What follows belongs to an exercise in optimizing a design on an open flow for a short achievable clock period and few clock cycles; a production flow would make more cautious choices. The RTL was checked by simulation tests, not by an equivalence proof against the original design. Power figures rest on the tool's default switching activity, not on a simulated workload.

==> config.mk <==
export PLATFORM = sky130hd
export DESIGN_NAME = emu_core
export DESIGN_NICKNAME = emu_core
export VERILOG_FILES = /design/flow/design.v
export SDC_FILE = /design/flow/constraint.sdc
export NUM_CORES = 4
export LEC_CHECK = 0
export CAP_MARGIN = 20
export CORE_MARGIN = 2
export CORE_UTILIZATION = 40
export PLACE_DENSITY = 0.6
export SLEW_MARGIN = 20
==> constraint.sdc <==
create_clock -name core_clock -period 6.0 [get_ports {clk}]
set_input_delay 1.2000 -clock core_clock [delete_from_list [all_inputs] [get_ports {clk}]]
set_output_delay 1.2000 -clock core_clock [all_outputs]
set_load 0.01 [all_outputs]
==> design.v <==
module emu_core (
    input             clk,
    input             rst,         
    input             cmd_valid,
    output            cmd_ready,
    input      [2:0]  cmd_op,
    input      [31:0] cmd_data,
    output reg        rsp_valid,
    output reg        rsp_ok,
    output     [2:0]  ctrl,
    output            running,
    output     [31:0] pc,
    output     [2:0]  err_code,
    output     [31:0] err_addr,
    output     [31:0] err_word,
    input      [4:0]  dbg_addr,
    output     [31:0] dbg_data
);
    localparam CAP_WORDS = 64;
    localparam CAP_BYTES = 4 * CAP_WORDS;
    localparam OP_DATA   = 3'd0;
    localparam OP_START  = 3'd1;
    localparam OP_PAUSE  = 3'd2;
    localparam OP_STEP   = 3'd3;
    localparam OP_RESET  = 3'd4;
    localparam OP_LOAD   = 3'd5;
    localparam OP_NOOPEN = 3'd6;
    localparam OP_RDFAIL = 3'd7;
    localparam C_IDLE    = 3'd0;
    localparam C_READY   = 3'd1;
    localparam C_RUNNING = 3'd2;
    localparam C_PAUSED  = 3'd3;
    localparam C_HALTED  = 3'd4;
    localparam E_NONE    = 3'd0;
    localparam E_UNSUP   = 3'd1;
    localparam E_ADDR    = 3'd2;
    localparam E_NOOPEN  = 3'd3;
    localparam E_RDFAIL  = 3'd4;
    localparam [5:0] OPC_ADDI = 6'b001000;
    localparam [5:0] OPC_J    = 6'b000010;
    reg [31:0] mem  [0:CAP_WORDS-1];
    reg [31:0] regs [0:31];
    reg [31:0] pc_q;
    reg        running_q;
    reg [2:0]  ctrl_q;
    reg [2:0]  err_code_q;
    reg [31:0] err_addr_q;
    reg [31:0] err_word_q;
    reg [31:0] ir;           
    reg        exec_phase;   
    reg        sstep;        
    reg        loading;      
    reg        load_refused;
    reg [8:0]  load_left;    
    reg [5:0]  load_idx;     
    assign ctrl     = ctrl_q;
    assign running  = running_q;
    assign pc       = pc_q;
    assign err_code = err_code_q;
    assign err_addr = err_addr_q;
    assign err_word = err_word_q;
    assign dbg_data = regs[dbg_addr];
    wire stepping  = (ctrl_q == C_RUNNING) || sstep;
    assign cmd_ready = loading || !(exec_phase || sstep);
    wire cmd_fire  = cmd_valid && cmd_ready;
    wire data_fire = cmd_fire && loading;
    wire op_fire   = cmd_fire && !loading && (cmd_op != OP_DATA);
    wire do_fetch  = stepping && !exec_phase && !op_fire;
    wire do_exec   = exec_phase;
    wire [8:0] load_len = (cmd_data >= CAP_BYTES) ? CAP_BYTES[8:0] : cmd_data[8:0];
    wire [5:0]  opc      = ir[31:26];
    wire [4:0]  rs       = ir[25:21];
    wire [4:0]  rt       = ir[20:16];
    wire [31:0] imm      = {{16{ir[15]}}, ir[15:0]};
    wire [31:0] pc_inc   = pc_q + 32'd4;
    wire [31:0] j_target = {pc_inc[31:28], ir[25:0], 2'b00};
    wire [31:0] addi_sum = regs[rs] + imm;
    wire is_sentinel = (ir == 32'd0);
    wire is_addi     = !is_sentinel && (opc == OPC_ADDI);
    wire is_j        = !is_sentinel && (opc == OPC_J);
    wire is_unsup    = !is_sentinel && !is_addi && !is_j;
    wire [31:0] next_pc  = is_j ? j_target : pc_inc;
    wire        next_in  = (next_pc < CAP_BYTES);
    wire        exec_run = (is_addi || is_j) && next_in;    
    wire fetch_oor = (pc_q >= CAP_BYTES);
    reg cpu_clear;
    wire reg_we = do_exec && is_addi;
    integer i;
    always @(posedge clk) begin
        if (rst || cpu_clear) begin
            for (i = 0; i < 32; i = i + 1)
                regs[i] <= 32'd0;
        end else if (reg_we) begin
            regs[rt] <= addi_sum;
        end
    end
    wire [3:0] lane_en = (load_left >= 9'd4) ? 4'b1111 :
                         (load_left == 9'd3) ? 4'b0111 :
                         (load_left == 9'd2) ? 4'b0011 :
                         (load_left == 9'd1) ? 4'b0001 : 4'b0000;
    wire mem_we = data_fire && !load_refused;
    always @(posedge clk) begin
        if (rst) begin
            for (i = 0; i < CAP_WORDS; i = i + 1)
                mem[i] <= 32'd0;
        end else if (mem_we) begin
            if (lane_en[0]) mem[load_idx][7:0]   <= cmd_data[7:0];
            if (lane_en[1]) mem[load_idx][15:8]  <= cmd_data[15:8];
            if (lane_en[2]) mem[load_idx][23:16] <= cmd_data[23:16];
            if (lane_en[3]) mem[load_idx][31:24] <= cmd_data[31:24];
        end
    end
    always @(*) begin
        cpu_clear = 1'b0;
        if (op_fire && cmd_op == OP_RESET)
            cpu_clear = 1'b1;
        if (op_fire && cmd_op == OP_LOAD && ctrl_q != C_RUNNING && load_len == 9'd0)
            cpu_clear = 1'b1;
        if (data_fire && !load_refused && load_left <= 9'd4)
            cpu_clear = 1'b1;
    end
    always @(posedge clk) begin
        if (rst) begin
            pc_q         <= 32'd0;
            running_q    <= 1'b1;
            ctrl_q       <= C_IDLE;
            err_code_q   <= E_NONE;
            err_addr_q   <= 32'd0;
            err_word_q   <= 32'd0;
            ir           <= 32'd0;
            exec_phase   <= 1'b0;
            sstep        <= 1'b0;
            loading      <= 1'b0;
            load_refused <= 1'b0;
            load_left    <= 9'd0;
            load_idx     <= 6'd0;
            rsp_valid    <= 1'b0;
            rsp_ok       <= 1'b0;
        end else begin
            rsp_valid <= 1'b0;
            rsp_ok    <= 1'b0;
            if (do_fetch) begin
                if (fetch_oor) begin
                    running_q  <= 1'b0;
                    err_code_q <= E_ADDR;
                    err_addr_q <= pc_q;
                    err_word_q <= 32'd0;
                    ctrl_q     <= C_HALTED;
                    if (sstep) begin
                        sstep     <= 1'b0;
                        rsp_valid <= 1'b1;
                        rsp_ok    <= 1'b1;
                    end
                end else begin
                    ir         <= mem[pc_q[7:2]];
                    exec_phase <= 1'b1;
                end
            end
            if (do_exec) begin
                exec_phase <= 1'b0;
                if (is_j)
                    pc_q <= j_target;
                else
                    pc_q <= pc_inc;
                if (is_unsup) begin
                    err_code_q <= E_UNSUP;
                    err_addr_q <= pc_q;
                    err_word_q <= ir;
                end
                if (!exec_run) begin
                    running_q <= 1'b0;
                    ctrl_q    <= C_HALTED;
                end else if (sstep) begin
                    ctrl_q    <= C_PAUSED;
                end
                if (sstep) begin
                    sstep     <= 1'b0;
                    rsp_valid <= 1'b1;
                    rsp_ok    <= 1'b1;
                end
            end
            if (data_fire) begin
                load_idx  <= load_idx + 6'd1;
                if (load_left <= 9'd4) begin
                    load_left <= 9'd0;
                    loading   <= 1'b0;
                    rsp_valid <= 1'b1;
                    if (!load_refused) begin
                        rsp_ok     <= 1'b1;
                        pc_q       <= 32'd0;
                        running_q  <= 1'b1;
                        err_code_q <= E_NONE;
                        err_addr_q <= 32'd0;
                        err_word_q <= 32'd0;
                        ctrl_q     <= C_READY;
                    end
                end else begin
                    load_left <= load_left - 9'd4;
                end
            end
            if (op_fire) begin
                rsp_valid <= 1'b1;
                case (cmd_op)
                    OP_START: begin
                        if (ctrl_q == C_READY || ctrl_q == C_PAUSED || ctrl_q == C_RUNNING) begin
                            ctrl_q <= C_RUNNING;
                            rsp_ok <= 1'b1;
                        end
                    end
                    OP_PAUSE: begin
                        if (ctrl_q == C_RUNNING) begin
                            ctrl_q <= C_PAUSED;
                            rsp_ok <= 1'b1;
                        end
                    end
                    OP_STEP: begin
                        if (ctrl_q == C_READY || ctrl_q == C_PAUSED) begin
                            sstep     <= 1'b1;
                            rsp_valid <= 1'b0;     
                        end
                    end
                    OP_RESET: begin
                        pc_q       <= 32'd0;
                        running_q  <= 1'b1;
                        err_code_q <= E_NONE;
                        err_addr_q <= 32'd0;
                        err_word_q <= 32'd0;
                        ctrl_q     <= (ctrl_q == C_IDLE) ? C_IDLE : C_READY;
                        rsp_ok     <= 1'b1;
                    end
                    OP_LOAD: begin
                        load_refused <= (ctrl_q == C_RUNNING);
                        load_left    <= load_len;
                        load_idx     <= 6'd0;
                        if (load_len != 9'd0) begin
                            loading   <= 1'b1;
                            rsp_valid <= 1'b0;     
                        end else if (ctrl_q != C_RUNNING) begin
                            rsp_ok     <= 1'b1;
                            pc_q       <= 32'd0;
                            running_q  <= 1'b1;
                            err_code_q <= E_NONE;
                            err_addr_q <= 32'd0;
                            err_word_q <= 32'd0;
                            ctrl_q     <= C_READY;
                        end
                    end
                    OP_NOOPEN: begin
                        if (ctrl_q != C_RUNNING) begin
                            err_code_q <= E_NOOPEN;
                            err_addr_q <= 32'd0;
                            err_word_q <= 32'd0;
                        end
                    end
                    OP_RDFAIL: begin
                        if (ctrl_q != C_RUNNING) begin
                            err_code_q <= E_RDFAIL;
                            err_addr_q <= 32'd0;
                            err_word_q <= 32'd0;
                            ctrl_q     <= C_IDLE;
                        end
                    end
                    default: ;
                endcase
            end
        end
    end
endmodule
==> run.sh <==
#!/bin/bash
# synth_recipe.tcl (not shown) runs the flow's synth.tcl, then flattens the netlist and writes it again
# the make line also repeats each setting of config.mk as NAME=value (left out here)
make -C /OpenROAD-flow-scripts/flow DESIGN_CONFIG=/design/flow/config.mk WORK_HOME=/design/flow/orfs CLKGATE_MAP_FILE= SYNTH_SCRIPT=/design/flow/synth_recipe.tcl finish
==> impl_metrics.yaml <==
run_status:
  status: "timing/DRC/antenna clean"
layout:
  fillers: 33500
  seq_area_sq_um: 95400
  fin_area_sq_um: 175000
  final_layout_size_suffix_gt1_share_pct: 24.5
  fin_nets: 10300
  multi_input_area_sq_um: 56300
  area_delta_synth_final_pct: 13.0
clocking:
  clk_path_buf_depth: 4
  cts_htree_levels: 5
  cts_tree: "built"
  cts_num_sinks: 3228
  ctsHoldBuffers: 0
  cts_resized: 0
  clk_latency_ns: 1.00
  path_clk_slew_ns: 0.06
  post_cts_buffers: 0
  numCtsBuffers: 357
  ctsRootBufferMaster: "clkbuf_16"
timing:
  fmax_ghz: 0.179
  rsz0062_at_grt: "no"
  slew_headroom_pct: 25.0
  final_hold_viol_count: 0
  final.setup_skew_ns: 0.102
  layout_min_cycle_time_ns: 5.59
  fin_tns_setup_ns: 0
  setup_viol: 0
  post-route-period-util_pct: 93.2
  whs_ns: 0.449
  report.final.slew_viol_count: 0
  worst_pin_slew_ns: 1.12
power:
  irDropWorstVdd_mv: 0.356
  finalPower_w: 0.0508
  p_leak_nw: 59.9
  p_per_area_nw_per_um2: 290
setup_path:
  crit_family: "compound AO/OA/AOI/OAI gates"
  cp_max_fo: 32
  cpPeakStageDelay_ns: 0.80
  path_buf_inv: 2
  required_ns: 6.69
  cpMaxStageDelayCell: "dfxtp_4"
  path_class: "reg -> reg"
  arrival_ns: 6.28
  worst_setup_path_start_kind: "flop"
  path_cells: "buf_12 > mux4_2 > mux4_2 > nand2_1 > nand2_1 > ha_1 > a21oi_1 > o21ai_0 > a211o_1 > a211o_1 > o21a_1 > o2111a_1 > o31ai_2 > nor3b_4 > buf_12 > nor3_1"
  endpoint_kind: "flop"
grt:
  groute.usage.overall_pct: 25.3
  antenna_found_initial: 21
  gr-total-overflow: 0
  grt_first_pass_wirelength_microns: 710000
  grt_max_degree: 134
  grt_pass1_vias: 94500
detailed_routing:
  drt-pass1-iter-count: 7
  drt_iter0_markers: 12200
  avgRoutedWirePerCell_microns: 32.0
  ant_nets: 0
  totalWireLength_microns: 503000
  viasPerCell: 6.01
  route.detailed.drc: 0
  vias: 94500
die:
  die_y_microns: 626
  start_util_pct: 40.2
  num_rows: 228
  die_w_microns: 626
  core_sq_um: 386000
  ios: 181
  die-area_sq_um: 392000
logic_synthesis:
  synth_edf_count: 3072
  synth.distinct_cells: 74
  synth.ff_latch_count: 3228
  avgSynthCellArea_sq_um: 15.1
  async_flop_share_pct: 0
  synth_top_cell_by_area: "edfxtp_1"
  synth_area_sq_um: 155000
  ys_warn_count: 1
  syn_inst: 10300
  ys_top_cells_by_count: "edfxtp_1 (3072), and2_1 (1546), nor2_1 (1367)"
  synth_fp_nets: 10400
  synth.most_common_cell: "edfxtp_1"
  synth.area.top_cells: "edfxtp_1 (60%), mux4_2 (19%), and2_1 (6.2%)"
  synth_flop_cell: "edfxtp_1"
  synth_top_area_share_pct: 59.5
  seq_area_frac_synth_pct: 61.5
place:
  placed_cell_area_sq_um: 164000
  hpwl_microns: 318000
  port_buffers: 180
  gp_congestion: 0.907
job:
  drv_cap: 0
worst_hold_path:
  hold_class: "reg -> reg"
-- worst paths after layout --
check	start	endpoint	slack, ns	cells after the start
worst min register to register	err_addr_q[31]	err_addr_q[31]	0.45	2
worst max-delay path	ir[21]	regs[27][30]	0.41	16
worst max register to register	ir[21]	regs[27][30]	0.41	16
worst min-delay path	err_addr_q[31]	err_addr_q[31]	0.45	2
-- flip-flops by register name (all words and copies together) (netlist names) --
signal,flops
mem,2048
regs,1024
err_addr_q,32
err_word_q,32
ir,32
pc_q,32
load_left,9
load_idx,6
ctrl_q,3
err_code_q,3
exec_phase,1
load_refused,1
loading,1
rsp_ok,1
rsp_valid,1
running_q,1
sstep,1
-- cell usage in the layout, fill, tap and decap left out, types with 18 or more instances in the layout --
cell type / n
edfxtp_1: 3072
and2_1: 1546
nor2_1: 1366
mux4_2: 1312
and3_1: 526
clkbuf_16: 367
nand2_1: 339
buf_4: 296
or2_2: 195
dfxtp_1: 143
clkdlybuf4s50_1: 142
a21oi_1: 122
a21o_1: 83
clkinv_1: 74
buf_12: 67
clkbuf_1: 65
nand2_2: 64
nand3_1: 61
nor3_1: 59
clkinv_2: 57
mux2i_1: 44
o21ai_0: 38
ha_1: 37
mux2_2: 33
buf_2: 33
bufinv_16: 32
inv_1: 28
nor4_1: 22
nand4_1: 20
xnor2_1: 18
-- metal layers --
metal  GRT usage [%]  vias to the layer above  share of wire (%)
met5               0                        -              0.052
met4            12.8                       16                6.0
met3            5.99                     1213                 10
met2            40.5                     5309                 47
met1            32.2                    49100                 37
li1                -                    38800                  -
-- metrics by stage --
stage,utilization (%),instances,setup slack (ns)
2_1_floorplan,-,10300,0.769
3_3_place_gp,42.4,15100,0.371
3_5_place_dp,42.4,15100,0.399
4_1_cts,45.4,15700,0.412
5_1_grt,45.4,15700,0.235
6_report,45.4,15700,0.410
-- power by group --
| part | switching [W] | internal (W) | leakage [nW] |
|---|---|---|---|
| logic | 0.00180 | 0.00107 | 22.7 |
| clock network | 0.00931 | 0.0127 | 5.61 |
| registers | 0.000377 | 0.0256 | 31.7 |
-- kinds of logic (layout without fill, tap and decap cells) --
group | Yosys count | after routing | share of synthesized area, %
AOI/OAI and AO/OA | 343 | 343 | 1.43
muxes | 1389 | 1389 | 19.6
and+or+nand+nor | 4267 | 4267 | 14.3
other | 0 | 10 | 0
buffers and inverters | 961 | 1220 | 2.45
adders and majority gates | 38 | 38 | 0.312
DFF | 3228 | 3228 | 61.5
xor gates and xnor gates | 58 | 58 | 0.328
-- area by class of cell --
cell class / count / share of cell area (%)
sequential: 3228 / 54.5
multi-input combinational: 6095 / 32.2
clock buffer: 442 / 5.46
tap: 5175 / 3.70
timing repair buffer: 544 / 3.00
clock inverter: 205 / 1.11
inverter: 29 / 0.0622
antenna: 10 / 0.0143
-- worst reg2reg max path, stage by stage (launching register included) --
cell and delay, ns:
dfxtp_4 0.80, buf_12 0.36, mux4_2 0.55, mux4_2 0.47
nand2_1 0.08, nand2_1 0.08, ha_1 0.30, a21oi_1 0.41
o21ai_0 0.18, a211o_1 0.35, a211o_1 0.31, o21a_1 0.28
o2111a_1 0.30, o31ai_2 0.31, nor3b_4 0.28, buf_12 0.21
nor3_1 0.08
Testbench counts, summed over its fixed seeds: cycles 41,107.

[afterwards: timing with drivers on the ports]
The flow's constraints put no driver on any port. The routed layout listed below was extracted and timed again, unchanged, in two steps.
Step 1 (the two cells are an assumption about what drives the block):
set clk [get_ports {clk}]
set_driving_cell -lib_cell sky130_fd_sc_hd__clkbuf_16 $clk
set_driving_cell -lib_cell sky130_fd_sc_hd__buf_2 [delete_from_list [all_inputs] $clk]
Step 2, shift: input delay + t, output delay - t, t = (earliest + latest rising clock arrival at the registers) / 2. This alone moves slack from input paths to output paths.
Slacks: ideal / step 1 / step 2; pairs: ideal / step 1.
t, ns: 1.051
setup slack, ns: 0.410 / 0.410 / 0.410
worst register clock-pin slew, ns: 0.07 / 0.07
worst slew at a driven data input, ns: 0.31
cell pins on the clock port's net: 1
After both steps this run still meets setup and hold. The setup slack of this run moves by 0.000 ns with the drivers and by 0.000 ns with both steps.
